Context: an optimization exercise on an open-source flow, tuned for small area, a short achievable clock period and few clock cycles per item. The choices shown serve that exercise and are no tape-out recipe. Function was checked by simulation only, so behaviour that the tests miss may differ from the original.

== oak ==
Design lsc_mapper, start of the top module:
module lsc_mapper (
    input  wire        clk,
    input  wire        rst,
    input  wire        in_valid,
    output wire        in_ready,
    input  wire        in_imm,
    input  wire        in_mtrunc,
    input  wire [15:0] in_value,
    input  wire [15:0] in_rmin,
    input  wire [15:0] in_rmax,
    output wire        out_valid,
    input  wire        out_ready,
    output wire [7:0]  out_angle,
    output wire [31:0] out_lux
);
export LEC_CHECK = 0
export ABC_AREA = 1
export CAP_MARGIN = 20
export CORE_MARGIN = 2
export CORE_UTILIZATION = 62
export CTS_BUF_LIST = sky130_fd_sc_hd__clkbuf_16
export CTS_CLUSTER_DIAMETER = 80
export CTS_CLUSTER_SIZE = 20
export SLEW_MARGIN = 20
export SYNTH_HIERARCHICAL = 1
create_clock -name core_clock -period 22.0 [get_ports {clk}]
standard.sh (not shown) runs the stock make flow with config.mk's settings and CLKGATE_MAP_FILE= SYNTH_SCRIPT=/design/flow/synth_recipe.tcl, a recipe that flattens the netlist after the stock synthesis.
==> flow/flow/run.sh <==
#!/bin/bash
# Layout: the standard flow (standard synthesis, same constraints), with ORFS's
# repair_timing asked for a larger setup margin so that it also works on paths that
# already meet the 22 ns clock, and plain buffers on the ports.  Each tool's output
# goes to a log file here.
set -euo pipefail
bash standard.sh SETUP_SLACK_MARGIN=16 "BUFFER_PORTS_ARGS=-buffer_cell sky130_fd_sc_hd__buf_2" finish > flow_make.log 2>&1
Testbench counts of oak, summed over its fixed seeds: cycles 2,088, items 2,048.
Inputs modified between oak and pine:
# oak
export LEC_CHECK = 0
export ABC_AREA = 1
export CAP_MARGIN = 20
export CORE_MARGIN = 2
export CORE_UTILIZATION = 62
export CTS_BUF_LIST = sky130_fd_sc_hd__clkbuf_16
export CTS_CLUSTER_DIAMETER = 80
export CTS_CLUSTER_SIZE = 20
export SLEW_MARGIN = 20
export SYNTH_HIERARCHICAL = 1
create_clock -name core_clock -period 22.0 [get_ports {clk}]
# pine
export LEC_CHECK = 0
export ABC_AREA = 1
export CAP_MARGIN = 20
export CORE_MARGIN = 2
export CORE_UTILIZATION = 45
export CTS_BUF_LIST = sky130_fd_sc_hd__clkbuf_16
export CTS_CLUSTER_DIAMETER = 80
export CTS_CLUSTER_SIZE = 20
export SLEW_MARGIN = 20
export SYNTH_HIERARCHICAL = 1
create_clock -name core_clock -period 22.0 [get_ports {clk}]
==> comparison <==
pine: no failed stages, no open violations at the end
Number of CTS-inserted buffers is lower on oak
In the tables for oak and pine, relative max-transition margin reads lower with oak.
Area: pine vs oak -> pine larger
On setup slack at placement, pine does worse than oak.
Relative area change from synthesis to final layout was higher in pine than in oak.
pine vs. oak: area after synthesis held steady; global-route wire length before repair +5.7%; slack of the critical path down 0.022 ns.
Relative to pine, the following input files were edited for birch:
# pine
export LEC_CHECK = 0
export ABC_AREA = 1
export CAP_MARGIN = 20
export CORE_MARGIN = 2
export CORE_UTILIZATION = 45
export CTS_BUF_LIST = sky130_fd_sc_hd__clkbuf_16
export CTS_CLUSTER_DIAMETER = 80
export CTS_CLUSTER_SIZE = 20
export SLEW_MARGIN = 20
export SYNTH_HIERARCHICAL = 1
create_clock -name core_clock -period 22.0 [get_ports {clk}]
# birch
export LEC_CHECK = 0
export ABC_AREA = 1
export CAP_MARGIN = 20
export CORE_MARGIN = 2
export CORE_UTILIZATION = 60
export CTS_BUF_LIST = sky130_fd_sc_hd__clkbuf_16
export CTS_CLUSTER_DIAMETER = 80
export CTS_CLUSTER_SIZE = 20
export SLEW_MARGIN = 20
export SYNTH_HIERARCHICAL = 1
create_clock -name core_clock -period 22.0 [get_ports {clk}]
[summary]
- pine completed end to end with timing, DRC and antenna clean.
- In summary, birch completed successfully, with a layout that passed the timing, design-rule and antenna checks.
- Diff pine -> birch: number of well taps lost about 24%; design area lost 510 µm²; count of cells resized by post-cts repair lost 1; fmax lost 2.1 MHz; synthesis-to-finish area growth lost 2.0 points.
- Comparing pine and birch, the lower wire length on met2 is on birch.
- [birch] global-route usage rose 6.2 points relative to pine
- The sequential share of layout area number comes out higher for birch vs pine.
- [birch] final hold slack fell 0.016 ns relative to pine
- Compared with pine, birch shows routed length on met3 that has gone up by more than a quarter.
- Compared with pine, birch shows a core occupancy in the finished layout that is 16 points higher.
Here is what was changed in the inputs of maple compared with birch.
# birch
export LEC_CHECK = 0
export ABC_AREA = 1
export CAP_MARGIN = 20
export CORE_MARGIN = 2
export CORE_UTILIZATION = 60
export CTS_BUF_LIST = sky130_fd_sc_hd__clkbuf_16
export CTS_CLUSTER_DIAMETER = 80
export CTS_CLUSTER_SIZE = 20
export SLEW_MARGIN = 20
export SYNTH_HIERARCHICAL = 1
create_clock -name core_clock -period 22.0 [get_ports {clk}]
# maple
export LEC_CHECK = 0
export ABC_AREA = 1
export CAP_MARGIN = 20
export CORE_MARGIN = 2
export CORE_UTILIZATION = 55
export CTS_BUF_LIST = sky130_fd_sc_hd__clkbuf_16
export CTS_CLUSTER_DIAMETER = 80
export CTS_CLUSTER_SIZE = 20
export SLEW_MARGIN = 20
export SYNTH_HIERARCHICAL = 1
create_clock -name core_clock -period 22.0 [get_ports {clk}]
diff --git a/flow/flow/run.sh b/flow/flow/run.sh
--- a/flow/flow/run.sh
+++ b/flow/flow/run.sh
@@ -5,3 +5,3 @@
 # goes to a log file here.
 set -euo pipefail
-bash standard.sh SETUP_SLACK_MARGIN=16 "BUFFER_PORTS_ARGS=-buffer_cell sky130_fd_sc_hd__buf_2" finish > flow_make.log 2>&1
+bash standard.sh SETUP_SLACK_MARGIN=16.5 "BUFFER_PORTS_ARGS=-buffer_cell sky130_fd_sc_hd__buf_2" finish > flow_make.log 2>&1
==> comparison <==
Diff maple..birch | sequential cell count | negligible. Final critical-path share of the clock period came out lower on maple than on birch. Final net count: maple vs birch up 63.
What cedar does differently from maple at the input level:
diff --git a/flow/flow/run.sh b/flow/flow/run.sh
--- a/flow/flow/run.sh
+++ b/flow/flow/run.sh
@@ -5,3 +5,3 @@
 # goes to a log file here.
 set -euo pipefail
-bash standard.sh SETUP_SLACK_MARGIN=16.5 "BUFFER_PORTS_ARGS=-buffer_cell sky130_fd_sc_hd__buf_2" finish > flow_make.log 2>&1
+bash standard.sh SETUP_SLACK_MARGIN=16 "BUFFER_PORTS_ARGS=-buffer_cell sky130_fd_sc_hd__buf_2" finish > flow_make.log 2>&1
## What came out
- Summary of cedar over maple: number of gates resized after CTS -11, met3 usage went down by 0.17 points, first-pass GRT wire length fell by 2.6%.
- cedar has more setup slack than maple.
- The layout buffer count excluding clock buffers of cedar falls short of that of maple by 75.
- cedar finished all stages; the layout is clean.
- cedar vs maple — routed length per placed instance dropped 1.1%.

[re-timing with driven ports]
The results above use ideal ports. As a check the final layouts listed here were re-extracted and re-timed, cells and wires unchanged.
Step 1 (the two cells are an assumption about what drives the block):
set clk [get_ports {clk}]
set_driving_cell -lib_cell sky130_fd_sc_hd__clkbuf_16 $clk
set_driving_cell -lib_cell sky130_fd_sc_hd__buf_2 [delete_from_list [all_inputs] $clk]
Step 2 adds t to the input delays and takes it off the output delays; t is the mean of the earliest and latest rising clock arrival at the registers after step 1. Input paths then give back, and output paths get back, about the clock's delay inside the block.
Three values: no drivers, after step 1, after step 2; two values: the first two.
run | shift t [ns] | slack for setup (ns) | worst data-port slew with drivers (ns) | cell pins on the clock port's net
oak | 0.596 | 16.426 / 16.367 / 16.382 | 0.10 | 1
pine | 0.627 | 16.405 / 16.342 / 16.368 | 0.06 | 1
birch | 0.597 | 16.337 / 16.337 / 16.337 | 0.09 | 1
maple | 0.615 | 16.381 / 16.325 / 16.098 | 0.08 | 1
cedar | 0.607 | 16.391 / 16.359 / 16.378 | 0.08 | 1
After both steps every run listed still meets setup and hold. The setup slack of maple, which loses most, moves by -0.056 ns with the drivers and by -0.283 ns with both steps.
